From an optimization exercise on the open Yosys and OpenROAD flow, aimed at small area, a short achievable clock period and few clock cycles; shortcuts taken in it are not production practice. No functional check of the RTL was part of any run shown here.

==> flow/design.v <==
module crc16_f8 (input wire [15:0] c, input wire [63:0] d, output wire [15:0] o);
    assign o[0] = c[0] ^ c[1] ^ c[2] ^ c[3] ^ c[4] ^ c[5] ^ c[6] ^ c[7] ^ c[12] ^ c[13] ^ c[14] ^ c[15] ^ d[0] ^ d[1] ^ d[2] ^ d[3] ^ d[4] ^ d[5] ^ d[6] ^ d[7] ^ d[8] ^ d[9] ^ d[10] ^ d[11] ^ d[12] ^ d[13] ^ d[15] ^ d[16] ^ d[17] ^ d[18] ^ d[19] ^ d[20] ^ d[21] ^ d[22] ^ d[23] ^ d[24] ^ d[25] ^ d[26] ^ d[27] ^ d[30] ^ d[31] ^ d[32] ^ d[33] ^ d[34] ^ d[35] ^ d[36] ^ d[37] ^ d[38] ^ d[39] ^ d[40] ^ d[41] ^ d[43] ^ d[45] ^ d[46] ^ d[47] ^ d[48] ^ d[49] ^ d[50] ^ d[51] ^ d[52] ^ d[53] ^ d[54] ^ d[55] ^ d[60] ^ d[61] ^ d[62] ^ d[63];
    assign o[1] = c[0] ^ c[1] ^ c[2] ^ c[3] ^ c[4] ^ c[5] ^ c[6] ^ c[7] ^ c[8] ^ c[13] ^ c[14] ^ c[15] ^ d[1] ^ d[2] ^ d[3] ^ d[4] ^ d[5] ^ d[6] ^ d[7] ^ d[8] ^ d[9] ^ d[10] ^ d[11] ^ d[12] ^ d[13] ^ d[14] ^ d[16] ^ d[17] ^ d[18] ^ d[19] ^ d[20] ^ d[21] ^ d[22] ^ d[23] ^ d[24] ^ d[25] ^ d[26] ^ d[27] ^ d[28] ^ d[31] ^ d[32] ^ d[33] ^ d[34] ^ d[35] ^ d[36] ^ d[37] ^ d[38] ^ d[39] ^ d[40] ^ d[41] ^ d[42] ^ d[44] ^ d[46] ^ d[47] ^ d[48] ^ d[49] ^ d[50] ^ d[51] ^ d[52] ^ d[53] ^ d[54] ^ d[55] ^ d[56] ^ d[61] ^ d[62] ^ d[63];
    assign o[2] = c[8] ^ c[9] ^ c[12] ^ c[13] ^ d[0] ^ d[1] ^ d[14] ^ d[16] ^ d[28] ^ d[29] ^ d[30] ^ d[31] ^ d[42] ^ d[46] ^ d[56] ^ d[57] ^ d[60] ^ d[61];
    assign o[3] = c[9] ^ c[10] ^ c[13] ^ c[14] ^ d[1] ^ d[2] ^ d[15] ^ d[17] ^ d[29] ^ d[30] ^ d[31] ^ d[32] ^ d[43] ^ d[47] ^ d[57] ^ d[58] ^ d[61] ^ d[62];
    assign o[4] = c[0] ^ c[10] ^ c[11] ^ c[14] ^ c[15] ^ d[2] ^ d[3] ^ d[16] ^ d[18] ^ d[30] ^ d[31] ^ d[32] ^ d[33] ^ d[44] ^ d[48] ^ d[58] ^ d[59] ^ d[62] ^ d[63];
    assign o[5] = c[1] ^ c[11] ^ c[12] ^ c[15] ^ d[3] ^ d[4] ^ d[17] ^ d[19] ^ d[31] ^ d[32] ^ d[33] ^ d[34] ^ d[45] ^ d[49] ^ d[59] ^ d[60] ^ d[63];
    assign o[6] = c[2] ^ c[12] ^ c[13] ^ d[4] ^ d[5] ^ d[18] ^ d[20] ^ d[32] ^ d[33] ^ d[34] ^ d[35] ^ d[46] ^ d[50] ^ d[60] ^ d[61];
    assign o[7] = c[3] ^ c[13] ^ c[14] ^ d[5] ^ d[6] ^ d[19] ^ d[21] ^ d[33] ^ d[34] ^ d[35] ^ d[36] ^ d[47] ^ d[51] ^ d[61] ^ d[62];
    assign o[8] = c[0] ^ c[4] ^ c[14] ^ c[15] ^ d[6] ^ d[7] ^ d[20] ^ d[22] ^ d[34] ^ d[35] ^ d[36] ^ d[37] ^ d[48] ^ d[52] ^ d[62] ^ d[63];
    assign o[9] = c[1] ^ c[5] ^ c[15] ^ d[7] ^ d[8] ^ d[21] ^ d[23] ^ d[35] ^ d[36] ^ d[37] ^ d[38] ^ d[49] ^ d[53] ^ d[63];
    assign o[10] = c[2] ^ c[6] ^ d[8] ^ d[9] ^ d[22] ^ d[24] ^ d[36] ^ d[37] ^ d[38] ^ d[39] ^ d[50] ^ d[54];
    assign o[11] = c[3] ^ c[7] ^ d[9] ^ d[10] ^ d[23] ^ d[25] ^ d[37] ^ d[38] ^ d[39] ^ d[40] ^ d[51] ^ d[55];
    assign o[12] = c[4] ^ c[8] ^ d[10] ^ d[11] ^ d[24] ^ d[26] ^ d[38] ^ d[39] ^ d[40] ^ d[41] ^ d[52] ^ d[56];
    assign o[13] = c[5] ^ c[9] ^ d[11] ^ d[12] ^ d[25] ^ d[27] ^ d[39] ^ d[40] ^ d[41] ^ d[42] ^ d[53] ^ d[57];
    assign o[14] = c[6] ^ c[10] ^ d[12] ^ d[13] ^ d[26] ^ d[28] ^ d[40] ^ d[41] ^ d[42] ^ d[43] ^ d[54] ^ d[58];
    assign o[15] = c[0] ^ c[1] ^ c[2] ^ c[3] ^ c[4] ^ c[5] ^ c[6] ^ c[11] ^ c[12] ^ c[13] ^ c[14] ^ c[15] ^ d[0] ^ d[1] ^ d[2] ^ d[3] ^ d[4] ^ d[5] ^ d[6] ^ d[7] ^ d[8] ^ d[9] ^ d[10] ^ d[11] ^ d[12] ^ d[14] ^ d[15] ^ d[16] ^ d[17] ^ d[18] ^ d[19] ^ d[20] ^ d[21] ^ d[22] ^ d[23] ^ d[24] ^ d[25] ^ d[26] ^ d[29] ^ d[30] ^ d[31] ^ d[32] ^ d[33] ^ d[34] ^ d[35] ^ d[36] ^ d[37] ^ d[38] ^ d[39] ^ d[40] ^ d[42] ^ d[44] ^ d[45] ^ d[46] ^ d[47] ^ d[48] ^ d[49] ^ d[50] ^ d[51] ^ d[52] ^ d[53] ^ d[54] ^ d[59] ^ d[60] ^ d[61] ^ d[62] ^ d[63];
endmodule
module crc16_corr (input wire [15:0] c, input wire [2:0] m, output wire [15:0] o);
    wire [15:0] a, b, z, x, y;
    assign a[0] = c[0] ^ c[2] ^ c[4] ^ c[6] ^ c[8];
    assign a[1] = c[1] ^ c[3] ^ c[5] ^ c[7] ^ c[9];
    assign a[2] = c[10];
    assign a[3] = c[11];
    assign a[4] = c[12];
    assign a[5] = c[13];
    assign a[6] = c[14];
    assign a[7] = c[0] ^ c[15];
    assign a[8] = c[0] ^ c[1];
    assign a[9] = c[0] ^ c[1] ^ c[2];
    assign a[10] = c[0] ^ c[1] ^ c[2] ^ c[3];
    assign a[11] = c[0] ^ c[1] ^ c[2] ^ c[3] ^ c[4];
    assign a[12] = c[0] ^ c[1] ^ c[2] ^ c[3] ^ c[4] ^ c[5];
    assign a[13] = c[0] ^ c[1] ^ c[2] ^ c[3] ^ c[4] ^ c[5] ^ c[6];
    assign a[14] = c[0] ^ c[1] ^ c[2] ^ c[3] ^ c[4] ^ c[5] ^ c[6] ^ c[7];
    assign a[15] = c[1] ^ c[3] ^ c[5] ^ c[7];
    assign b[0] = x[1] ^ x[2] ^ x[4] ^ x[6] ^ x[8] ^ x[10] ^ x[12] ^ x[14];
    assign b[1] = x[2] ^ x[3] ^ x[5] ^ x[7] ^ x[9] ^ x[11] ^ x[13] ^ x[15];
    assign b[2] = x[0] ^ x[1] ^ x[2] ^ x[3];
    assign b[3] = x[0] ^ x[1] ^ x[2] ^ x[3] ^ x[4];
    assign b[4] = x[0] ^ x[1] ^ x[2] ^ x[3] ^ x[4] ^ x[5];
    assign b[5] = x[0] ^ x[1] ^ x[2] ^ x[3] ^ x[4] ^ x[5] ^ x[6];
    assign b[6] = x[0] ^ x[1] ^ x[2] ^ x[3] ^ x[4] ^ x[5] ^ x[6] ^ x[7];
    assign b[7] = x[0] ^ x[1] ^ x[2] ^ x[3] ^ x[4] ^ x[5] ^ x[6] ^ x[7] ^ x[8];
    assign b[8] = x[0] ^ x[1] ^ x[2] ^ x[3] ^ x[4] ^ x[5] ^ x[6] ^ x[7] ^ x[8] ^ x[9];
    assign b[9] = x[0] ^ x[1] ^ x[2] ^ x[3] ^ x[4] ^ x[5] ^ x[6] ^ x[7] ^ x[8] ^ x[9] ^ x[10];
    assign b[10] = x[0] ^ x[1] ^ x[2] ^ x[3] ^ x[4] ^ x[5] ^ x[6] ^ x[7] ^ x[8] ^ x[9] ^ x[10] ^ x[11];
    assign b[11] = x[0] ^ x[1] ^ x[2] ^ x[3] ^ x[4] ^ x[5] ^ x[6] ^ x[7] ^ x[8] ^ x[9] ^ x[10] ^ x[11] ^ x[12];
    assign b[12] = x[0] ^ x[1] ^ x[2] ^ x[3] ^ x[4] ^ x[5] ^ x[6] ^ x[7] ^ x[8] ^ x[9] ^ x[10] ^ x[11] ^ x[12] ^ x[13];
    assign b[13] = x[0] ^ x[1] ^ x[2] ^ x[3] ^ x[4] ^ x[5] ^ x[6] ^ x[7] ^ x[8] ^ x[9] ^ x[10] ^ x[11] ^ x[12] ^ x[13] ^ x[14];
    assign b[14] = x[1] ^ x[2] ^ x[3] ^ x[4] ^ x[5] ^ x[6] ^ x[7] ^ x[8] ^ x[9] ^ x[10] ^ x[11] ^ x[12] ^ x[13] ^ x[14] ^ x[15];
    assign b[15] = x[0] ^ x[1] ^ x[3] ^ x[5] ^ x[7] ^ x[9] ^ x[11] ^ x[13] ^ x[15];
    assign z[0] = y[1] ^ y[5] ^ y[6] ^ y[9] ^ y[10] ^ y[13] ^ y[14];
    assign z[1] = y[2] ^ y[6] ^ y[7] ^ y[10] ^ y[11] ^ y[14] ^ y[15];
    assign z[2] = y[1] ^ y[3] ^ y[5] ^ y[6] ^ y[7] ^ y[8] ^ y[9] ^ y[10] ^ y[11] ^ y[12] ^ y[13] ^ y[14] ^ y[15];
    assign z[3] = y[0] ^ y[2] ^ y[4] ^ y[6] ^ y[7] ^ y[8] ^ y[9] ^ y[10] ^ y[11] ^ y[12] ^ y[13] ^ y[14] ^ y[15];
    assign z[4] = y[1] ^ y[3] ^ y[5] ^ y[7] ^ y[8] ^ y[9] ^ y[10] ^ y[11] ^ y[12] ^ y[13] ^ y[14] ^ y[15];
    assign z[5] = y[0] ^ y[2] ^ y[4] ^ y[6] ^ y[8] ^ y[9] ^ y[10] ^ y[11] ^ y[12] ^ y[13] ^ y[14] ^ y[15];
    assign z[6] = y[1] ^ y[3] ^ y[5] ^ y[7] ^ y[9] ^ y[10] ^ y[11] ^ y[12] ^ y[13] ^ y[14] ^ y[15];
    assign z[7] = y[0] ^ y[2] ^ y[4] ^ y[6] ^ y[8] ^ y[10] ^ y[11] ^ y[12] ^ y[13] ^ y[14] ^ y[15];
    assign z[8] = y[1] ^ y[3] ^ y[5] ^ y[7] ^ y[9] ^ y[11] ^ y[12] ^ y[13] ^ y[14] ^ y[15];
    assign z[9] = y[0] ^ y[2] ^ y[4] ^ y[6] ^ y[8] ^ y[10] ^ y[12] ^ y[13] ^ y[14] ^ y[15];
    assign z[10] = y[1] ^ y[3] ^ y[5] ^ y[7] ^ y[9] ^ y[11] ^ y[13] ^ y[14] ^ y[15];
    assign z[11] = y[0] ^ y[2] ^ y[4] ^ y[6] ^ y[8] ^ y[10] ^ y[12] ^ y[14] ^ y[15];
    assign z[12] = y[1] ^ y[3] ^ y[5] ^ y[7] ^ y[9] ^ y[11] ^ y[13] ^ y[15];
    assign z[13] = y[2] ^ y[4] ^ y[6] ^ y[8] ^ y[10] ^ y[12] ^ y[14];
    assign z[14] = y[0] ^ y[3] ^ y[5] ^ y[7] ^ y[9] ^ y[11] ^ y[13] ^ y[15];
    assign z[15] = y[0] ^ y[4] ^ y[5] ^ y[8] ^ y[9] ^ y[12] ^ y[13];
    assign x = m[0] ? a : c;
    assign y = m[1] ? b : x;
    assign o = m[2] ? z : y;
endmodule
module crc16_b1 (input wire [15:0] c, input wire [7:0] d, output wire [15:0] o);
    assign o[0] = c[8] ^ c[9] ^ c[10] ^ c[11] ^ c[12] ^ c[13] ^ c[14] ^ c[15] ^ d[0] ^ d[1] ^ d[2] ^ d[3] ^ d[4] ^ d[5] ^ d[6] ^ d[7];
    assign o[1] = c[9] ^ c[10] ^ c[11] ^ c[12] ^ c[13] ^ c[14] ^ c[15] ^ d[1] ^ d[2] ^ d[3] ^ d[4] ^ d[5] ^ d[6] ^ d[7];
    assign o[2] = c[8] ^ c[9] ^ d[0] ^ d[1];
    assign o[3] = c[9] ^ c[10] ^ d[1] ^ d[2];
    assign o[4] = c[10] ^ c[11] ^ d[2] ^ d[3];
    assign o[5] = c[11] ^ c[12] ^ d[3] ^ d[4];
    assign o[6] = c[12] ^ c[13] ^ d[4] ^ d[5];
    assign o[7] = c[13] ^ c[14] ^ d[5] ^ d[6];
    assign o[8] = c[0] ^ c[14] ^ c[15] ^ d[6] ^ d[7];
    assign o[9] = c[1] ^ c[15] ^ d[7];
    assign o[10] = c[2] ^ 1'b0;
    assign o[11] = c[3] ^ 1'b0;
    assign o[12] = c[4] ^ 1'b0;
    assign o[13] = c[5] ^ 1'b0;
    assign o[14] = c[6] ^ 1'b0;
    assign o[15] = c[7] ^ c[8] ^ c[9] ^ c[10] ^ c[11] ^ c[12] ^ c[13] ^ c[14] ^ c[15] ^ d[0] ^ d[1] ^ d[2] ^ d[3] ^ d[4] ^ d[5] ^ d[6] ^ d[7];
endmodule
module frm_pack (
    input  wire        clk,
    input  wire        rst,
    input  wire        start,
    input  wire [7:0]  ft,
    input  wire [7:0]  sub,
    input  wire [15:0] cmd,          
    input  wire [7:0]  dlen,
    input  wire [11:0] plen,         
    output wire        idle,
    input  wire        pi_valid,
    output wire        pi_ready,
    input  wire [3:0]  pi_count,
    input  wire [63:0] pi_data,      
    output wire        fo_valid,
    input  wire        fo_ready,
    output wire [28:0] fo_id,
    output wire [3:0]  fo_len,
    output wire [63:0] fo_data,      
    output reg         done,
    output wire [7:0]  status,
    output wire [7:0]  subcode
);
    localparam [7:0]  HOST_ID  = 8'h08;
    localparam [11:0] MAX_PLEN = 12'd2034;    
    localparam [15:0] HDR_INIT = 16'h427B;
    reg         act;         
    reg         idle_r;
    reg         refused;
    reg         pir;         
    reg         fv;          
    reg  [7:0]  op_sub;
    reg         op_multi;
    reg  [7:0]  fcnt;        
    reg  [63:0] F;
    reg  [3:0]  f;           
    reg  [7:0]  ovh;         
    reg  [7:0]  ovl;         
    reg  [31:0] Q;
    reg  [2:0]  q;
    reg  [63:0] R;
    reg  [3:0]  r;
    reg  [2:0]  rp;
    reg         rb;          
    reg  [11:0] rem;         
    reg  [1:0]  tc;          
    reg  [15:0] crc;
    reg  [2:0]  cm;          
    integer j;
    assign idle     = idle_r;
    assign pi_ready = pir;
    assign fo_valid = fv;
    assign fo_id    = {HOST_ID, op_sub, op_multi, fcnt, 4'hF};
    assign fo_len   = f;
    assign status   = {8{refused}};
    assign subcode  = {6'd0, refused, refused};
    reg  [63:0] fo_d;
    always @(*) begin
        for (j = 0; j < 8; j = j + 1)
            fo_d[63 - 8 * j -: 8] = ovh[j] ? crc[15:8] : ovl[j] ? crc[7:0] : F[63 - 8 * j -: 8];
    end
    assign fo_data = fo_d;
    wire        take     = pi_valid & pir;
    wire        begin_op = start & idle_r;
    wire        send     = fv & fo_ready;
    wire        last     = send & (fcnt == 8'd0);
    wire        free     = send | (f == 4'd0);
    wire [3:0]  f_base   = free ? {1'b0, q} : f;
    wire [2:0]  q_base   = free ? 3'd0 : q;
    wire        exp8     = (rem[11:3] != 9'd0);              
    wire        rem_last = (rem[11:4] == 8'd0) & (rem[3:0] == pi_count);
    wire        fcount   = exp8 ? pi_count[3] : rem_last;    
    wire        fast     = take & fcount & (r == 4'd0) & (f_base == 4'd4);
    wire        rload    = take & ~fast;
    wire        ins_r    = (r != 4'd0) & ~f_base[3];
    wire        tail     = act & (rem == 12'd0) & (r == 4'd0) & (q_base == 3'd0)
                           & (tc != 2'd0) & ~f_base[3];
    wire        tail2    = tail & tc[1] & (f_base != 4'd7);   
    wire [7:0]  r_byte   = R[63 - 8 * rp -: 8];
    wire [3:0]  cin4     = (pi_count > 4'd4) ? 4'd4 : pi_count;
    reg  [63:0] mask;
    always @(*) begin
        for (j = 0; j < 8; j = j + 1)
            mask[63 - 8 * j -: 8] = {8{exp8 | (rem[2:0] > j)}};
    end
    wire [15:0] f8_c = begin_op ? HDR_INIT : crc;
    wire [63:0] f8_d = begin_op ? {24'd0, ft, sub, cmd, dlen} : (pi_data & mask);
    wire [15:0] f8_o, b1_o, fix_o;
    crc16_f8   u_f8   (.c(f8_c), .d(f8_d), .o(f8_o));
    crc16_b1   u_b1   (.c(crc), .d(r_byte), .o(b1_o));
    crc16_corr u_corr (.c(crc), .m(cm), .o(fix_o));
    reg  [63:0] F_n;
    always @(*) begin
        for (j = 0; j < 8; j = j + 1) begin
            if (ins_r && f_base == j)
                F_n[63 - 8 * j -: 8] = r_byte;
            else if (fast && j >= 4)
                F_n[63 - 8 * j -: 8] = pi_data[63 - 8 * (j - 4) -: 8];
            else if (free && j < 4)
                F_n[63 - 8 * j -: 8] = Q[31 - 8 * j -: 8];
            else
                F_n[63 - 8 * j -: 8] = F[63 - 8 * j -: 8];
        end
    end
    wire [3:0]  f_n   = f_base + (fast ? cin4 : 4'd0) + {3'd0, ins_r | tail} + {3'd0, tail2};
    wire [1:0]  tc_n  = tail ? (tc - 2'd1 - {1'b0, tail2}) : tc;
    wire [12:0] nm1   = {1'b0, plen} + 13'd5;       
    always @(posedge clk) begin
        F <= F_n;
        if (rst) begin
            act     <= 1'b0;
            idle_r  <= 1'b1;
            done    <= 1'b0;
            pir     <= 1'b0;
            fv      <= 1'b0;
        end else begin
            done <= 1'b0;
            if (begin_op) begin
                refused <= (plen > MAX_PLEN);
                if (plen > MAX_PLEN) begin
                    done <= 1'b1;
                end else begin
                    act    <= 1'b1;
                    idle_r <= 1'b0;
                    pir    <= (plen != 12'd0);
                end
                op_sub   <= sub;
                op_multi <= (plen >= 12'd3);
                fcnt     <= nm1[10:3];
                Q        <= {ft, cmd, dlen};
                q        <= 3'd4;
                f        <= 4'd0;
                r        <= 4'd0;
                rem      <= plen;
                tc       <= 2'd2;
                crc      <= f8_o;
                cm       <= 3'd0;
                fv       <= 1'b0;
                ovh      <= 8'd0;
                ovl      <= 8'd0;
            end else begin
                if (last) begin
                    act    <= 1'b0;
                    idle_r <= 1'b1;
                    done   <= 1'b1;
                end
                if (send)
                    fcnt <= fcnt - 8'd1;
                f   <= f_n;
                tc  <= tc_n;
                fv  <= act & ~last & (f_n[3] | ((tc_n == 2'd0) & (f_n != 4'd0)));
                if (tail) begin
                    for (j = 0; j < 8; j = j + 1) begin
                        ovh[j] <= tc[1] & (f_base == j);
                        ovl[j] <= tc[1] ? (tail2 & (f_base == j - 1)) : (f_base == j);
                    end
                end else if (send) begin
                    ovh <= 8'd0;
                    ovl <= 8'd0;
                end
                if (fast) begin
                    Q <= pi_data[31:0];
                    q <= (pi_count > 4'd4) ? pi_count[2:0] - 3'd4 : 3'd0;
                end else begin
                    q <= q_base;
                end
                if (take) begin
                    R   <= pi_data;
                    rem <= rem - {8'd0, pi_count};
                end
                if (rload) begin
                    r  <= pi_count;
                    rp <= 3'd0;
                    rb <= ~fcount;
                end else if (ins_r) begin
                    r  <= r - 4'd1;
                    rp <= rp + 3'd1;
                end
                if (take & fcount) begin
                    crc <= f8_o;
                    cm  <= exp8 ? 3'd0 : 3'd0 - rem[2:0];
                end else begin
                    crc <= (ins_r & rb) ? b1_o : fix_o;
                    cm  <= 3'd0;
                end
                pir <= act & ~last & (take ? (~rem_last & ~rload)
                                           : ((rem != 12'd0) & (ins_r ? (r == 4'd1) : (r == 4'd0))));
            end
        end
    end
endmodule
==> flow/run.sh <==
#!/bin/bash
# synth_recipe.tcl (not shown) runs the flow's synth.tcl, then flattens the netlist and writes it again
# the make line also repeats each setting of config.mk as NAME=value (left out here)
make -C /OpenROAD-flow-scripts/flow DESIGN_CONFIG=/design/flow/config.mk WORK_HOME=/design/flow/orfs CLKGATE_MAP_FILE= SYNTH_SCRIPT=/design/flow/synth_recipe.tcl finish
==> flow/config.mk <==
export PLATFORM = sky130hd
export DESIGN_NAME = frm_pack
export DESIGN_NICKNAME = frm_pack
export VERILOG_FILES = /design/flow/design.v
export SDC_FILE = /design/flow/constraint.sdc
export NUM_CORES = 4
export LEC_CHECK = 0
export CAP_MARGIN = 20
export CORE_MARGIN = 2
export CORE_UTILIZATION = 40
export PLACE_DENSITY = 0.6
export SETUP_SLACK_MARGIN = 5
export SLEW_MARGIN = 20
==> flow/constraint.sdc <==
create_clock -name core_clock -period 10.0 [get_ports {clk}]
set_input_delay 2.0000 -clock core_clock [delete_from_list [all_inputs] [get_ports {clk}]]
set_output_delay 2.0000 -clock core_clock [all_outputs]
set_load 0.01 [all_outputs]
==> results.yml, run 1 <==
clock_tree:
  numCtsBuffers: 29
  cts_tree: "built"
  clock-root-buffer: "clkbuf_16"
  clock-sinks: 247
  postCtsHoldBufs: 0
  cts-htree-levels: 1
  clockBufferDepth: 3
  insertion_delay_ns: 0.60
  path_clk_slew_ns: 0.06
final_layout:
  n_antenna_cell: 0
  utilization_pct: 50.01
  layout_common_cells: "327 x nand2_1, 261 x xnor2_1, 242 x edfxtp_1, 219 x clkdlybuf4s50_1, 154 x nor2_1"
  final_common_cell: "nand2_1"
  drive_above_1_share_pct: 8.326
  final_nets: 2300
  area_growth_pct: 22.89
  fin_cells: 2774
yosys:
  yosys_warnings: 9
  synth-edff-count: 242
  synthesis.instances: 1959
  yosysUniqueCellTypes: 77
  synth-seq-area-share_pct: 39.81
  syn_area_um2: 18510
  async_flop_share_pct: 0
  ys_ff_latch: 247
  synth_ff_type: "edfxtp_1"
  syn_avg_cell_area_um2: 9.447
timing:
  tightest_slew_ns: 1.127
  finalHoldWorstSlack_ns: 0.5386
  finalCriticalPeriod_ns: 4.953
  fin_worst_skew_ns: 0.03861
  finalCritPeriodShare_pct: 49.53
  fin_ws_ns: 5.047
  hold_viol_final: 0
  drv_slew: 0
  relSlewSlack_pct: 24.60
  finalSetupViolCount: 0
  fin_tns_setup_ns: 0
  rsz0062_at_grt: "true"
  clock.fmax_ghz: 0.2019
critical_path:
  worstPathMaxFanout: 16
  worstReg2RegEnd: "crc[15]"
  reg2reg_from: "rp[0]"
  cp.arrival_ns: 5.29
  path_class: "flop to flop"
  startpoint_type: "flop"
  r2r_cells: 13
  r2r_slack_ns: 5.05
  endpoint_kind: "flop"
  worstPathRequired_ns: 10.34
global_routing:
  antenna_found_initial: 5
  grt_max_degree: 73
  grt_pass1_vias: 14889
  use_met1_pct: 41.14
  gr-total-overflow: 0
  grt_pass1_wl_um: 104200
  use_met2_pct: 47.63
  met3_usage_pct: 6.126
  busiest_layer: "met2"
  track_usage_pct: 30.28
routing:
  drtIter0Drc: 1754
  routed_via_density: 5.712
  drt-pass1-iter-count: 6
  wl_per_cell_um: 26.72
  num_vias: 15846
  wl_um: 74130
  ant_nets: 0
  drc: 0
hold_path:
  hold_class: "flop to flop"
  whs_endpoint: "F[44]"
  whs_path_depth: 2
  min-delay-start: "Q[12]"
placed_design:
  place_ws_ns: 4.016
  placed_cells: 2705
  gp_congestion: 1.028
  place_hpwl_um: 56120
  io_buffers: 223
die:
  rows: 78
  die_w_um: 219.1
  fp.dieArea_um2: 48000
  start_util_pct: 40.69
  ios: 242
  dieHeight_um: 219.1
  core_area_um2: 45480
status:
  status: "finished clean"
run:
  maxCapViolCount: 0
## registers in the layout (all words and copies together) (netlist names), 2 cells and up
| signal | cells |
|---|---|
| fcnt | 8 |
| op_sub | 8 |
| crc | 16 |
| q | 3 |
| r | 4 |
| rp | 3 |
| tc | 2 |
| rem | 12 |
| ovl | 8 |
| Q | 32 |
| f | 4 |
| F | 64 |
| ovh | 8 |
| cm | 3 |
| R | 64 |
## synthesized netlist by cell type, types with 6 or more instances
library cell / n / share of area [%]
a211oi_1: 20 / 0.81
a21o_1: 7 / 0.28
a21oi_1: 117 / 3.2
a22oi_1: 15 / 0.61
a31oi_1: 23 / 0.78
and2_1: 10 / 0.34
and3_1: 13 / 0.44
buf_1: 16 / 0.32
buf_4: 31 / 1.3
clkbuf_1: 86 / 1.7
edfxtp_1: 242 / 39
ha_1: 20 / 1.4
inv_1: 23 / 0.47
mux2i_1: 91 / 4.9
mux4_2: 8 / 0.97
nand2_1: 329 / 6.7
nand2b_1: 9 / 0.30
nand3_1: 32 / 0.87
nor2_1: 155 / 3.1
nor2b_1: 9 / 0.30
nor3_1: 18 / 0.49
nor4_1: 8 / 0.27
o21ai_0: 148 / 4.0
o22ai_1: 6 / 0.20
or3_1: 7 / 0.24
xnor2_1: 262 / 12
xnor3_1: 17 / 2.1
xor2_1: 130 / 6.2
## final cells by class
cell class                 instances  area (um^2)
timing repair buffer             281         2740
fill                            4290        22740
multi-input combinational       1567        10790
inverter                          26        105.1
tap                              600        750.7
sequential                       247         7367
clock buffer                      32        737.0
clock inverter                    21        257.7
## worst max-delay path by stage
stage | startpoint | to | slack [ns]
finish | rp[0] | crc[15] | 5.05
global route | pi_count[0] | fv | 4.90
CTS | fo_ready | fv | 4.91
detailed placement | fo_ready | fv | 4.02
global placement | fo_ready | fv | 4.13
floorplan | start | R[0] | 4.94
## routing by layer
metal / routed length (um) / vias up
met5: 13 / -
met4: 3163 / 2
met3: 7555 / 166
met2: 33170 / 918
met1: 30220 / 7593
li1: - / 7167
## per-stage QoR
stage / cell area (um^2)
2_1_floorplan: 18670
3_3_place_gp: 21350
3_5_place_dp: 21350
4_1_cts: 22440
5_1_grt: 22740
6_report: 22740
## worst max-delay path, cell delays in order (launching register included)
cell and delay, ns:
edfxtp_1 0.40, inv_2 0.25, ha_1 0.42, buf_4 0.39, nor2b_2 0.49, a21oi_1 0.27, a211oi_1 0.61, a31oi_2 0.34
xor2_1 0.50, xnor2_1 0.14, xnor2_1 0.31, xnor2_1 0.13, a211oi_1 0.34, a211oi_1 0.07
## logic make-up (layout without fill, tap and decap cells)
logic type | count (synthesis) | in the layout | synth area share (%)
buffers and inverters | 164 | 360 | 4.023
adders and majority gates | 23 | 23 | 1.677
xor gates and xnor gates | 422 | 422 | 22.15
other | 2 | 18 | 0.04058
DFF | 247 | 247 | 39.81
muxes | 106 | 107 | 6.416
AOI/OAI and AO/OA | 377 | 377 | 11.67
and+or+nand+nor | 618 | 620 | 14.22
## timing repair
action	4_1_cts	5_1_grt
gates resized for setup	13	31
buffers inserted	2	10
pin swaps	2	6
gates cloned	0	3
endpoints found under the setup margin	49	23
==> run 2, diff against run 1 <==
--- a/flow/design.v
+++ b/flow/design.v
@@ -71,22 +71,4 @@
     assign o = m[2] ? z : y;
 endmodule
-module crc16_b1 (input wire [15:0] c, input wire [7:0] d, output wire [15:0] o);
-    assign o[0] = c[8] ^ c[9] ^ c[10] ^ c[11] ^ c[12] ^ c[13] ^ c[14] ^ c[15] ^ d[0] ^ d[1] ^ d[2] ^ d[3] ^ d[4] ^ d[5] ^ d[6] ^ d[7];
-    assign o[1] = c[9] ^ c[10] ^ c[11] ^ c[12] ^ c[13] ^ c[14] ^ c[15] ^ d[1] ^ d[2] ^ d[3] ^ d[4] ^ d[5] ^ d[6] ^ d[7];
-    assign o[2] = c[8] ^ c[9] ^ d[0] ^ d[1];
-    assign o[3] = c[9] ^ c[10] ^ d[1] ^ d[2];
-    assign o[4] = c[10] ^ c[11] ^ d[2] ^ d[3];
-    assign o[5] = c[11] ^ c[12] ^ d[3] ^ d[4];
-    assign o[6] = c[12] ^ c[13] ^ d[4] ^ d[5];
-    assign o[7] = c[13] ^ c[14] ^ d[5] ^ d[6];
-    assign o[8] = c[0] ^ c[14] ^ c[15] ^ d[6] ^ d[7];
-    assign o[9] = c[1] ^ c[15] ^ d[7];
-    assign o[10] = c[2] ^ 1'b0;
-    assign o[11] = c[3] ^ 1'b0;
-    assign o[12] = c[4] ^ 1'b0;
-    assign o[13] = c[5] ^ 1'b0;
-    assign o[14] = c[6] ^ 1'b0;
-    assign o[15] = c[7] ^ c[8] ^ c[9] ^ c[10] ^ c[11] ^ c[12] ^ c[13] ^ c[14] ^ c[15] ^ d[0] ^ d[1] ^ d[2] ^ d[3] ^ d[4] ^ d[5] ^ d[6] ^ d[7];
-endmodule
 module frm_pack (
     input  wire        clk,
@@ -108,5 +90,5 @@
     output wire [3:0]  fo_len,
     output wire [63:0] fo_data,      
-    output reg         done,
+    output wire        done,
     output wire [7:0]  status,
     output wire [7:0]  subcode
@@ -117,6 +99,8 @@
     reg         act;         
     reg         idle_r;
+    reg         done_r;      
+    reg         lastf;       
     reg         refused;
-    reg         pir;         
+    reg         pok;         
     reg         fv;          
     reg  [7:0]  op_sub;
@@ -124,75 +108,97 @@
     reg  [7:0]  fcnt;        
     reg  [63:0] F;
-    reg  [3:0]  f;           
-    reg  [7:0]  ovh;         
-    reg  [7:0]  ovl;         
-    reg  [31:0] Q;
-    reg  [2:0]  q;
+    reg  [3:0]  f;
     reg  [63:0] R;
     reg  [3:0]  r;
     reg  [2:0]  rp;
-    reg         rb;          
     reg  [11:0] rem;         
     reg  [1:0]  tc;          
     reg  [15:0] crc;
     reg  [2:0]  cm;          
-    integer j;
-    assign idle     = idle_r;
-    assign pi_ready = pir;
+    wire        send     = fv & fo_ready;
+    wire        last     = lastf & fo_ready;
+    assign done     = done_r | last;
+    assign idle     = idle_r | last;
+    wire        pr_a     = pok & ((r == 4'd0) | ((rp == 3'd4) & (f == 4'd0)));
+    wire        pr_b     = pok & (rp == 3'd4) & fv;
+    assign pi_ready = pr_a | (pr_b & fo_ready);
     assign fo_valid = fv;
     assign fo_id    = {HOST_ID, op_sub, op_multi, fcnt, 4'hF};
     assign fo_len   = f;
+    assign fo_data  = F;
     assign status   = {8{refused}};
     assign subcode  = {6'd0, refused, refused};
-    reg  [63:0] fo_d;
+    wire        take     = pi_valid & pi_ready;
+    wire        begin_op = start & idle;
+    wire [15:0] crc_fix;
+    crc16_corr u_corr (.c(crc), .m(cm), .o(crc_fix));
+    reg  [63:0] mask;
+    integer j;
     always @(*) begin
         for (j = 0; j < 8; j = j + 1)
-            fo_d[63 - 8 * j -: 8] = ovh[j] ? crc[15:8] : ovl[j] ? crc[7:0] : F[63 - 8 * j -: 8];
+            mask[63 - 8 * j -: 8] = {8{pi_count > j}};
     end
-    assign fo_data = fo_d;
-    wire        take     = pi_valid & pir;
-    wire        begin_op = start & idle_r;
-    wire        send     = fv & fo_ready;
-    wire        last     = send & (fcnt == 8'd0);
-    wire        free     = send | (f == 4'd0);
-    wire [3:0]  f_base   = free ? {1'b0, q} : f;
-    wire [2:0]  q_base   = free ? 3'd0 : q;
-    wire        exp8     = (rem[11:3] != 9'd0);              
+    wire        hsel = ~pok;
+    wire [15:0] f8_c = hsel ? HDR_INIT : crc;
+    wire [63:0] f8_d = hsel ? {24'd0, ft, sub, cmd, dlen} : (pi_data & mask);
+    wire [15:0] f8_o;
+    crc16_f8 u_f8 (.c(f8_c), .d(f8_d), .o(f8_o));
     wire        rem_last = (rem[11:4] == 8'd0) & (rem[3:0] == pi_count);
-    wire        fcount   = exp8 ? pi_count[3] : rem_last;    
-    wire        fast     = take & fcount & (r == 4'd0) & (f_base == 4'd4);
+    wire        rem_z    = (rem == 12'd0);
+    wire        fcount   = pi_count[3] | rem_last;                
+    wire [3:0]  cin4     = (pi_count > 4'd4) ? 4'd4 : pi_count;
+    wire [3:0]  r_fast   = (pi_count > 4'd4) ? pi_count - 4'd4 : 4'd0;
+    wire        fz       = (f == 4'd0);
+    wire        rp4      = (rp == 3'd4);
+    wire        mv_1     = rp4 & (r != 4'd0);
+    wire        mv_0     = fz & mv_1;
+    wire [3:0]  fb_1     = mv_1 ? r : 4'd0;               
+    wire [3:0]  fb_0     = fz ? fb_1 : f;
+    wire [3:0]  rb_1     = mv_1 ? 4'd0 : r;               
+    wire [3:0]  rb_0     = mv_0 ? 4'd0 : r;
+    wire        ins_1    = (rb_1 != 4'd0) & ~fb_1[3];     
+    wire        ins_0    = (rb_0 != 4'd0) & ~fb_0[3];
+    wire        tail_1   = act & rem_z & (rb_1 == 4'd0) & (tc != 2'd0) & ~fb_1[3];
+    wire        tail_0   = act & rem_z & (rb_0 == 4'd0) & (tc != 2'd0) & ~fb_0[3];
+    wire        t2_1     = tail_1 & tc[1] & (fb_1 != 4'd7);   
+    wire        t2_0     = tail_0 & tc[1] & (fb_0 != 4'd7);
+    wire        fok_1    = (rb_1 == 4'd0) & (fb_1 == 4'd4);   
+    wire        fok_0    = (rb_0 == 4'd0) & (fb_0 == 4'd4);
+    wire [3:0]  fn_1     = fb_1 + {3'd0, ins_1 | tail_1} + {3'd0, t2_1};
+    wire [3:0]  fn_0     = fb_0 + {3'd0, ins_0 | tail_0} + {3'd0, t2_0};
+    wire [1:0]  tcn_1    = tc - {1'b0, tail_1} - {1'b0, t2_1};
+    wire [1:0]  tcn_0    = tc - {1'b0, tail_0} - {1'b0, t2_0};
+    wire [3:0]  rn_1     = rb_1 - {3'd0, ins_1};
+    wire [3:0]  rn_0     = rb_0 - {3'd0, ins_0};
+    wire        fvn_1    = fn_1[3] | ((tcn_1 == 2'd0) & (fn_1 != 4'd0));
+    wire        fvn_0    = fn_0[3] | ((tcn_0 == 2'd0) & (fn_0 != 4'd0));
+    wire        lfn_1    = (tcn_1 == 2'd0) & (fn_1 != 4'd0);
+    wire        lfn_0    = (tcn_0 == 2'd0) & (fn_0 != 4'd0);
+    wire        mv       = send ? mv_1   : mv_0;
+    wire [3:0]  f_base   = send ? fb_1   : fb_0;
+    wire        ins_r    = send ? ins_1  : ins_0;
+    wire        tail     = send ? tail_1 : tail_0;
+    wire        tail2    = send ? t2_1   : t2_0;
+    wire        fast     = take & fcount & (send ? fok_1 : fok_0);
     wire        rload    = take & ~fast;
-    wire        ins_r    = (r != 4'd0) & ~f_base[3];
-    wire        tail     = act & (rem == 12'd0) & (r == 4'd0) & (q_base == 3'd0)
-                           & (tc != 2'd0) & ~f_base[3];
-    wire        tail2    = tail & tc[1] & (f_base != 4'd7);   
+    wire        ins0     = ins_r | tail;
     wire [7:0]  r_byte   = R[63 - 8 * rp -: 8];
-    wire [3:0]  cin4     = (pi_count > 4'd4) ? 4'd4 : pi_count;
-    reg  [63:0] mask;
-    always @(*) begin
-        for (j = 0; j < 8; j = j + 1)
-            mask[63 - 8 * j -: 8] = {8{exp8 | (rem[2:0] > j)}};
-    end
-    wire [15:0] f8_c = begin_op ? HDR_INIT : crc;
-    wire [63:0] f8_d = begin_op ? {24'd0, ft, sub, cmd, dlen} : (pi_data & mask);
-    wire [15:0] f8_o, b1_o, fix_o;
-    crc16_f8   u_f8   (.c(f8_c), .d(f8_d), .o(f8_o));
-    crc16_b1   u_b1   (.c(crc), .d(r_byte), .o(b1_o));
-    crc16_corr u_corr (.c(crc), .m(cm), .o(fix_o));
+    wire [7:0]  h0       = tail ? (tc[1] ? crc_fix[15:8] : crc_fix[7:0]) : r_byte;
+    wire [7:0]  h1       = crc_fix[7:0];
     reg  [63:0] F_n;
     always @(*) begin
         for (j = 0; j < 8; j = j + 1) begin
-            if (ins_r && f_base == j)
-                F_n[63 - 8 * j -: 8] = r_byte;
+            if (ins0 && f_base == j)
+                F_n[63 - 8 * j -: 8] = h0;
+            else if (tail2 && f_base == j - 1)
+                F_n[63 - 8 * j -: 8] = h1;
             else if (fast && j >= 4)
                 F_n[63 - 8 * j -: 8] = pi_data[63 - 8 * (j - 4) -: 8];
-            else if (free && j < 4)
-                F_n[63 - 8 * j -: 8] = Q[31 - 8 * j -: 8];
+            else if (mv && j < 4)
+                F_n[63 - 8 * j -: 8] = R[31 - 8 * j -: 8];
             else
                 F_n[63 - 8 * j -: 8] = F[63 - 8 * j -: 8];
         end
     end
-    wire [3:0]  f_n   = f_base + (fast ? cin4 : 4'd0) + {3'd0, ins_r | tail} + {3'd0, tail2};
-    wire [1:0]  tc_n  = tail ? (tc - 2'd1 - {1'b0, tail2}) : tc;
     wire [12:0] nm1   = {1'b0, plen} + 13'd5;       
     always @(posedge clk) begin
@@ -201,25 +207,24 @@
             act     <= 1'b0;
             idle_r  <= 1'b1;
-            done    <= 1'b0;
-            pir     <= 1'b0;
+            done_r  <= 1'b0;
+            lastf   <= 1'b0;
+            pok     <= 1'b0;
             fv      <= 1'b0;
         end else begin
-            done <= 1'b0;
+            done_r <= 1'b0;
             if (begin_op) begin
-                refused <= (plen > MAX_PLEN);
-                if (plen > MAX_PLEN) begin
-                    done <= 1'b1;
-                end else begin
-                    act    <= 1'b1;
-                    idle_r <= 1'b0;
-                    pir    <= (plen != 12'd0);
-                end
+                refused  <= (plen > MAX_PLEN);
+                done_r   <= (plen > MAX_PLEN);
+                act      <= (plen <= MAX_PLEN);
+                idle_r   <= (plen > MAX_PLEN);
+                pok      <= (plen != 12'd0) & (plen <= MAX_PLEN);
+                lastf    <= 1'b0;
                 op_sub   <= sub;
                 op_multi <= (plen >= 12'd3);
                 fcnt     <= nm1[10:3];
-                Q        <= {ft, cmd, dlen};
-                q        <= 3'd4;
+                R[31:0]  <= {ft, cmd, dlen};
+                rp       <= 3'd4;
+                r        <= 4'd4;
                 f        <= 4'd0;
-                r        <= 4'd0;
                 rem      <= plen;
                 tc       <= 2'd2;
@@ -227,53 +232,30 @@
                 cm       <= 3'd0;
                 fv       <= 1'b0;
-                ovh      <= 8'd0;
-                ovl      <= 8'd0;
             end else begin
                 if (last) begin
                     act    <= 1'b0;
                     idle_r <= 1'b1;
-                    done   <= 1'b1;
                 end
                 if (send)
                     fcnt <= fcnt - 8'd1;
-                f   <= f_n;
-                tc  <= tc_n;
-                fv  <= act & ~last & (f_n[3] | ((tc_n == 2'd0) & (f_n != 4'd0)));
-                if (tail) begin
-                    for (j = 0; j < 8; j = j + 1) begin
-                        ovh[j] <= tc[1] & (f_base == j);
-                        ovl[j] <= tc[1] ? (tail2 & (f_base == j - 1)) : (f_base == j);
-                    end
-                end else if (send) begin
-                    ovh <= 8'd0;
-                    ovl <= 8'd0;
-                end
-                if (fast) begin
-                    Q <= pi_data[31:0];
-                    q <= (pi_count > 4'd4) ? pi_count[2:0] - 3'd4 : 3'd0;
-                end else begin
-                    q <= q_base;
-                end
+                lastf <= act & ~last & (send ? lfn_1 : lfn_0);
+                fv    <= act & ~last & (fast ? (pi_count > 4'd3) : (send ? fvn_1 : fvn_0));
+                f     <= fast ? 4'd4 + cin4 : (send ? fn_1 : fn_0);
+                tc    <= send ? tcn_1 : tcn_0;
                 if (take) begin
                     R   <= pi_data;
                     rem <= rem - {8'd0, pi_count};
-                end
-                if (rload) begin
-                    r  <= pi_count;
-                    rp <= 3'd0;
-                    rb <= ~fcount;
-                end else if (ins_r) begin
-                    r  <= r - 4'd1;
-                    rp <= rp + 3'd1;
-                end
-                if (take & fcount) begin
+                    r   <= fast ? r_fast : pi_count;
+                    rp  <= fast ? 3'd4 : 3'd0;
                     crc <= f8_o;
-                    cm  <= exp8 ? 3'd0 : 3'd0 - rem[2:0];
+                    cm  <= 3'd0 - pi_count[2:0];
                 end else begin
-                    crc <= (ins_r & rb) ? b1_o : fix_o;
+                    r   <= send ? rn_1 : rn_0;
+                    if (ins_r)
+                        rp <= rp + 3'd1;
+                    crc <= crc_fix;
                     cm  <= 3'd0;
                 end
-                pir <= act & ~last & (take ? (~rem_last & ~rload)
-                                           : ((rem != 12'd0) & (ins_r ? (r == 4'd1) : (r == 4'd0))));
+                pok <= act & ~last & (take ? (~rem_last & pi_count[3]) : ~rem_z);
             end
         end
==> flow/flow/run.sh (new file) <==
#!/bin/bash
# The standard layout (standard.sh) with buf_1 cells as the port buffers.
# ORFS writes each step's log under orfs/logs; the make output goes to flow.log.
set -euo pipefail
sed 's|"\${@:-finish}"|"BUFFER_PORTS_ARGS=-buffer_cell sky130_fd_sc_hd__buf_1" "${@:-finish}"|' standard.sh > standard_own.sh
grep -q 'BUFFER_PORTS_ARGS=' standard_own.sh
bash standard_own.sh > flow.log 2>&1
==> flow/standard.sh (new file) <==
#!/bin/bash
# synth_recipe.tcl (not shown) runs the flow's synth.tcl, then flattens the netlist and writes it again
# the make line also repeats each setting of config.mk as NAME=value (left out here)
make -C /OpenROAD-flow-scripts/flow DESIGN_CONFIG=/design/flow/config.mk WORK_HOME=/design/flow/orfs CLKGATE_MAP_FILE= SYNTH_SCRIPT=/design/flow/synth_recipe.tcl "${@:-finish}"
removed: flow/run.sh
==> run 2 against run 1 <==
  * Flip-flop and latch count shrank 51
  * Setup slack gained 0.051 ns
  * Still clean
  * Register-to-register slack gained 0.05 ns
  * First-iteration DRC count shrank 2.3%
==> results.yml, run 2 <==
status:
  status: "finished clean"
final_layout:
  drive_above_1_share_pct: 9.391
  n_antenna_cell: 0
  area_growth_pct: 14.60
  final_common_cell: "nand2_1"
  reg.largest.list: "F: 64 flops, R: 64 flops, crc: 16 flops"
  n_fill_cell: 3890
  final_nets: 2140
  utilization_pct: 46.68
  layout_common_cells: "332 x nand2_1, 226 x xnor2_1, 220 x buf_1, 190 x edfxtp_1, 131 x nor2_1"
timing:
  finalHoldWorstSlack_ns: 0.6182
  fin_worst_skew_ns: 0.01286
  finalSetupViolCount: 0
  hold_viol_final: 0
  fin_tns_setup_ns: 0
  drv_slew: 0
  finalCriticalPeriod_ns: 4.902
  clock.fmax_ghz: 0.2040
  tightest_slew_ns: 1.065
  fin_ws_ns: 5.098
  relSlewSlack_pct: 28.48
  finalCritPeriodShare_pct: 49.02
  rsz0062_at_grt: "false"
critical_path:
  worstPathRequired_ns: 10.27
  path_class: "flop to flop"
  worstPathMaxFanout: 8
  startpoint_type: "flop"
  path_cells: "buf_4, xor2_2, xnor3_2, xnor2_2, a21o_2, xnor2_1, xnor2_1, a21oi_2, xor2_1, xnor3_2, buf_12, xnor3_1, a21oi_4, mux2i_1, mux2i_1"
  endpoint_kind: "flop"
  crit_slowest_cell: "xnor3_2"
  cp.arrival_ns: 5.17
  max_stage_delay_ns: 0.56
  r2r_slack_ns: 5.10
yosys:
  async_flop_share_pct: 0
  synth-edff-count: 190
  synth_ff_type: "edfxtp_1"
  syn_avg_cell_area_um2: 9.099
  synthesis.instances: 1791
  yosysTopAreaCellShare_pct: 35.01
  yosysTopAreaCell: "edfxtp_1"
  yosysUniqueCellTypes: 83
  ys_ff_latch: 196
  yosys_warnings: 9
  syn_area_um2: 16300
  synth-seq-area-share_pct: 35.75
  yosys-top-cells-area: "edfxtp_1 35%, xnor2_1 12%, nand2_1 7.7%, xor2_1 6.2%, mux2i_1 3.3%"
  ys_top_cells_by_count: "334 x nand2_1, 231 x xnor2_1, 190 x edfxtp_1"
  yosysMostFrequentCell: "nand2_1"
clock_tree:
  clockBufferDepth: 2
  cts-htree-levels: 4
  postCtsHoldBufs: 0
  clock-root-buffer: "clkbuf_16"
  insertion_delay_ns: 0.46
  path_clk_slew_ns: 0.07
  numCtsBuffers: 17
  cts_tree: "built"
  clock-sinks: 196
placed_design:
  place_hpwl_um: 46500
  io_buffers: 223
  gp_congestion: 0.9438
  place_ws_ns: 4.141
die:
  core_area_um2: 40010
  ios: 242
  rows: 73
  fp.dieArea_um2: 42370
  die_w_um: 205.8
  dieHeight_um: 205.8
  start_util_pct: 40.73
global_routing:
  track_usage_pct: 27.83
  grt_pass1_wl_um: 86260
  antenna_found_initial: 0
  gr-total-overflow: 0
  grt_max_degree: 63
  grt_pass1_vias: 13454
routing:
  routed_via_density: 5.676
  wl_per_cell_um: 23.64
  wl_um: 59730
  drc: 0
  ant_nets: 0
  num_vias: 14342
  drtIter0Drc: 1713
  drt-pass1-iter-count: 5
run:
  maxCapViolCount: 0
hold_path:
  hold_class: "flop to flop"
==> run 2: final timing paths <==
path                             start    end  cells after the start
worst max-delay path            crc[6]  F[19]                     15
worst min-delay path               act     fv                      2
worst max register to register  crc[6]  F[19]                     15
worst min register to register     act     fv                      2
==> run 2: logic make-up (layout without fill, tap and decap cells) <==
kind of cell             Yosys count  in the layout  share of synthesized area, %
AO/OA/AOI/OAI                    358            358                         13.67
XOR/XNOR                         379            379                         22.87
adder cells (fa/ha/maj)           26             26                         2.227
buffers and inverters            160            354                         4.469
flip-flops                       196            196                         35.75
multiplexers                      71             71                         5.344
other                              2             18                       0.04609
AND/OR/NAND/NOR                  599            600                         15.63
==> run 2: what timing repair did <==
item,in CTS,in global routing
gates cloned,0,1
pin swaps,0,3
gates resized for setup,23,35
buffers inserted,18,27
setup endpoints to repair,77,131
==> run 2: worst max-delay path, delay by kind of cell, from the launching register on <==
kind                   cells  cell delay, ns
AO/OA/AOI/OAI              3            0.98
XOR/XNOR                   8            2.52
buffers and inverters      2            0.35
flip-flops                 1            0.48
multiplexers               2            0.38
==> run 2: final cells by class <==
cell class | instances | area, um^2 | share of cell area [%]
Multi-Input combinational cell | 1452 | 10080 | 54.00
Sequential cell | 196 | 5827 | 31.20
Timing Repair Buffer | 287 | 1370 | 7.337
Tap cell | 525 | 656.9 | 3.518
Clock buffer | 19 | 432.9 | 2.318
Clock inverter | 13 | 168.9 | 0.9045
Inverter | 35 | 135.1 | 0.7236
==> run 2: through the flow <==
step                instance area [um^2]  instances
floorplan                          16360       1807
global placement                   17410       2448
detailed placement                 17410       2448
CTS                                18250       2498
global route                       18670       2527
finish                             18670       2527
==> run 2: per-layer routing <==
metal,vias to the layer above,share of wire (%),global-route usage (%),routed length (um)
met5,-,0,0,0
met4,0,2.5,7.041,1510
met3,96,9.9,5.480,5934
met2,772,46,45.01,27550
met1,6907,41,38.21,24740
li1,6567,-,-,-
==> run 3, diff against run 2 <==
==> flow/flow/run.sh (replaced) <==
#!/bin/bash
# The standard layout (standard.sh) with buf_1 cells as the port buffers and a setup repair margin of 5.6 ns.
# ORFS writes each step's log under orfs/logs; the make output goes to flow.log.
set -euo pipefail
sed 's|"\${@:-finish}"|SETUP_SLACK_MARGIN=5.6 "BUFFER_PORTS_ARGS=-buffer_cell sky130_fd_sc_hd__buf_1" "${@:-finish}"|' standard.sh > standard_own.sh
grep -q 'BUFFER_PORTS_ARGS=' standard_own.sh
bash standard_own.sh > flow.log 2>&1
==> run 3 against run 2 <==
  * Still clean
  * Flip-flop and latch count unchanged
  * Worst hold slack worse by 0.058 ns
  * Critical path type is now input pin to primary output
  * Wire length up 5.4%
  * Die area unchanged
  * Cell count up 3.8%
  * Critical path depth down 9
  * Clock skew up 0.0047 ns
==> results.yml, run 3 <==
routing:
  ant_nets: 0
  drc: 0
  drtIter0Drc: 1585
  wl_met3_um: 6521
  wl_per_cell_um: 23.99
  route.met2.wl_um: 29240
  routed_via_density: 5.734
  drt-pass1-iter-count: 6
  wl_um: 62940
  highest_layer: "met4"
  drt-met1-wl_um: 25090
  num_vias: 15040
critical_path:
  endpoint_kind: "primary output"
  crit_slowest_cell: "o21ai_4"
  crit_buf_inv: 2
  path_cells: "buf_8, and2_4, o21ai_4, nand2_2, and2_4, buf_6"
  path_class: "input pin to primary output"
  crit_family: "simple AND/OR/NAND/NOR gates"
  worstPathMaxFanout: 3
  max_stage_delay_ns: 0.17
  cp.arrival_ns: 2.78
  worstPathRequired_ns: 8.00
  startpoint_type: "input pin"
  cpMostUsedCell: "and2_4"
clock_tree:
  clockBufferDepth: 2
  clock-sinks: 196
  clock-root-buffer: "clkbuf_16"
  postCtsHoldBufs: 0
  cts-htree-levels: 4
  insertion_delay_ns: 0.46
  path_clk_slew_ns: 0.09
  numCtsBuffers: 17
  cts_tree: "built"
yosys:
  async_flop_share_pct: 0
  syn_area_um2: 16300
  yosysTopAreaCell: "edfxtp_1"
  yosysMostFrequentCell: "nand2_1"
  synth_ff_type: "edfxtp_1"
  yosys-top-cells-area: "edfxtp_1 35%, xnor2_1 12%, nand2_1 7.7%, xor2_1 6.2%, mux2i_1 3.3%"
  yosysTopAreaCellShare_pct: 35.01
  syn_avg_cell_area_um2: 9.099
  ys_ff_latch: 196
  synthesis.instances: 1791
  synth-seq-area-share_pct: 35.75
  yosys_warnings: 9
  ys_top_cells_by_count: "334 x nand2_1, 231 x xnor2_1, 190 x edfxtp_1"
  synth-edff-count: 190
  yosysUniqueCellTypes: 83
timing:
  finalCriticalPeriod_ns: 4.780
  rsz0062_at_grt: "true"
  tightest_slew_ns: 1.053
  finalHoldWorstSlack_ns: 0.5600
  drv_slew: 0
  finalCritPeriodShare_pct: 47.80
  fin_tns_setup_ns: 0
  relSlewSlack_pct: 29.54
  fin_worst_skew_ns: 0.01758
  finalSetupViolCount: 0
  clock.fmax_ghz: 0.2092
  hold_viol_final: 0
die:
  die_w_um: 205.8
  ios: 242
  fp.dieArea_um2: 42370
  dieHeight_um: 205.8
  core_area_um2: 40010
  start_util_pct: 40.73
  rows: 73
hold_path:
  hold_class: "flop to flop"
final_layout:
  area_growth_pct: 27.20
  layout_common_cells: "321 x nand2_1, 215 x buf_1, 203 x xnor2_1, 190 x edfxtp_1, 121 x buf_4"
  fin_cells: 2623
  n_fill_cell: 3702
  final_common_cell: "nand2_1"
  drive_above_1_share_pct: 20.53
  reg.largest.list: "F: 64 flops, R: 64 flops, crc: 16 flops"
  regArea_um2: 5827
  multiInputGateArea_um2: 11200
  final_nets: 2233
placed_design:
  gp_congestion: 0.9552
  io_buffers: 223
  placed_cells: 2452
  place_hpwl_um: 46830
global_routing:
  track_usage_pct: 28.77
  grt_max_degree: 88
  grt_pass1_wl_um: 89470
  antenna_found_initial: 2
  gr-total-overflow: 0
  grt_pass1_vias: 13992
status:
  status: "finished clean"
run:
  maxCapViolCount: 0
==> run 3: cell count changes in the layout (fill, tap and decap cells not counted), sizes merged <==
cell	delta
diode	+3
inv	+5
buf	+94
bufinv	-2
clkbuf	-3
clkinv	-1
==> run 3: worst min-delay path: cells and delay by family (launching register included) <==
kind | cells | cell delay [ns]
DFF | 1 | 0.31
and+or+nand+nor | 3 | 0.23
==> run 3: path summary, 6_finish.rpt <==
check | from | to | slack [ns] | cells past startpoint
min | idle_r | idle_r | 0.56 | 3
max | fo_ready | pi_ready | 5.22 | 6
min reg2reg | idle_r | idle_r | 0.56 | 3
max reg2reg | crc[3] | F[19] | 5.33 | 17
==> run 3: final cells by class <==
class	count	share of cell area [%]
Multi-Input combinational cell	1452	54.01
Sequential cell	196	28.11
Timing Repair Buffer	380	11.12
Tap cell	525	3.169
Clock buffer	17	2.052
Clock inverter	15	0.8451
Inverter	35	0.6519
Antenna cell	3	0.03622
==> run 3: layer usage <==
layer / GRT usage, % / up-vias
met1: 38.51 / 7331
li1: - / 6779
met5: 0 / -
met3: 6.367 / 136
met4: 7.653 / 0
met2: 46.99 / 794
==> run 3: what timing repair did <==
action                     4_1_cts  5_1_grt
buffers inserted                91       44
gates resized for setup        151      145
setup endpoints to repair      158      148
cloned                           1        0
pin swaps                       53       45
==> run 3: cell families (layout without fill, tap and decap cells) <==
group                      count (synthesis)  in the layout  share of synthesized area [%]
and+or+nand+nor                          599            600                          15.63
DFF                                      196            196                          35.75
muxes                                     71             71                          5.344
AOI/OAI and AO/OA                        358            358                          13.67
other                                      2             21                        0.04609
xor gates and xnor gates                 379            379                          22.87
adders and majority gates                 26             26                          2.227
buffers and inverters                    160            447                          4.469
==> run 3: stage by stage <==
stage | setup slack, ns | area, um^2 | util, %
6_report | 5.220 | 20730 | 51.81
5_1_grt | 5.195 | 20720 | 51.80
4_1_cts | 5.206 | 19650 | 49.11
3_5_place_dp | 4.210 | 17460 | 43.64
3_3_place_gp | 4.373 | 17460 | 43.64
2_1_floorplan | 5.488 | 16390 | -

re-timing with driven ports:
The results above use ideal ports. As a check the final layouts listed here were re-extracted and re-timed, cells and wires unchanged.
Step 1 assumes that a clkbuf_16 drives the clock port and a buf_2 every other input.
Step 2 also shifts input and output timing later by t, the mid clock arrival at the registers, as if the neighbouring blocks saw the same clock.
Three values: ideal ports, drivers, drivers and shift; two values: the first two.
| run | t, ns | setup WS [ns] | worst register clock-pin slew, ns |
|---|---|---|---|
| run 1 | 0.631 | 5.047 / 5.047 / 4.522 | 0.07 / 0.07 |
| run 2 | 0.505 | 5.098 / 5.090 / 4.673 | 0.08 / 0.08 |
| run 3 | 0.500 | 5.220 / 5.171 / 4.909 | 0.09 / 0.09 |
After both steps setup and hold are still met in every run listed. For run 1, which loses most, drivers alone change the setup slack by 0.000 ns; drivers and shift together by -0.525 ns.
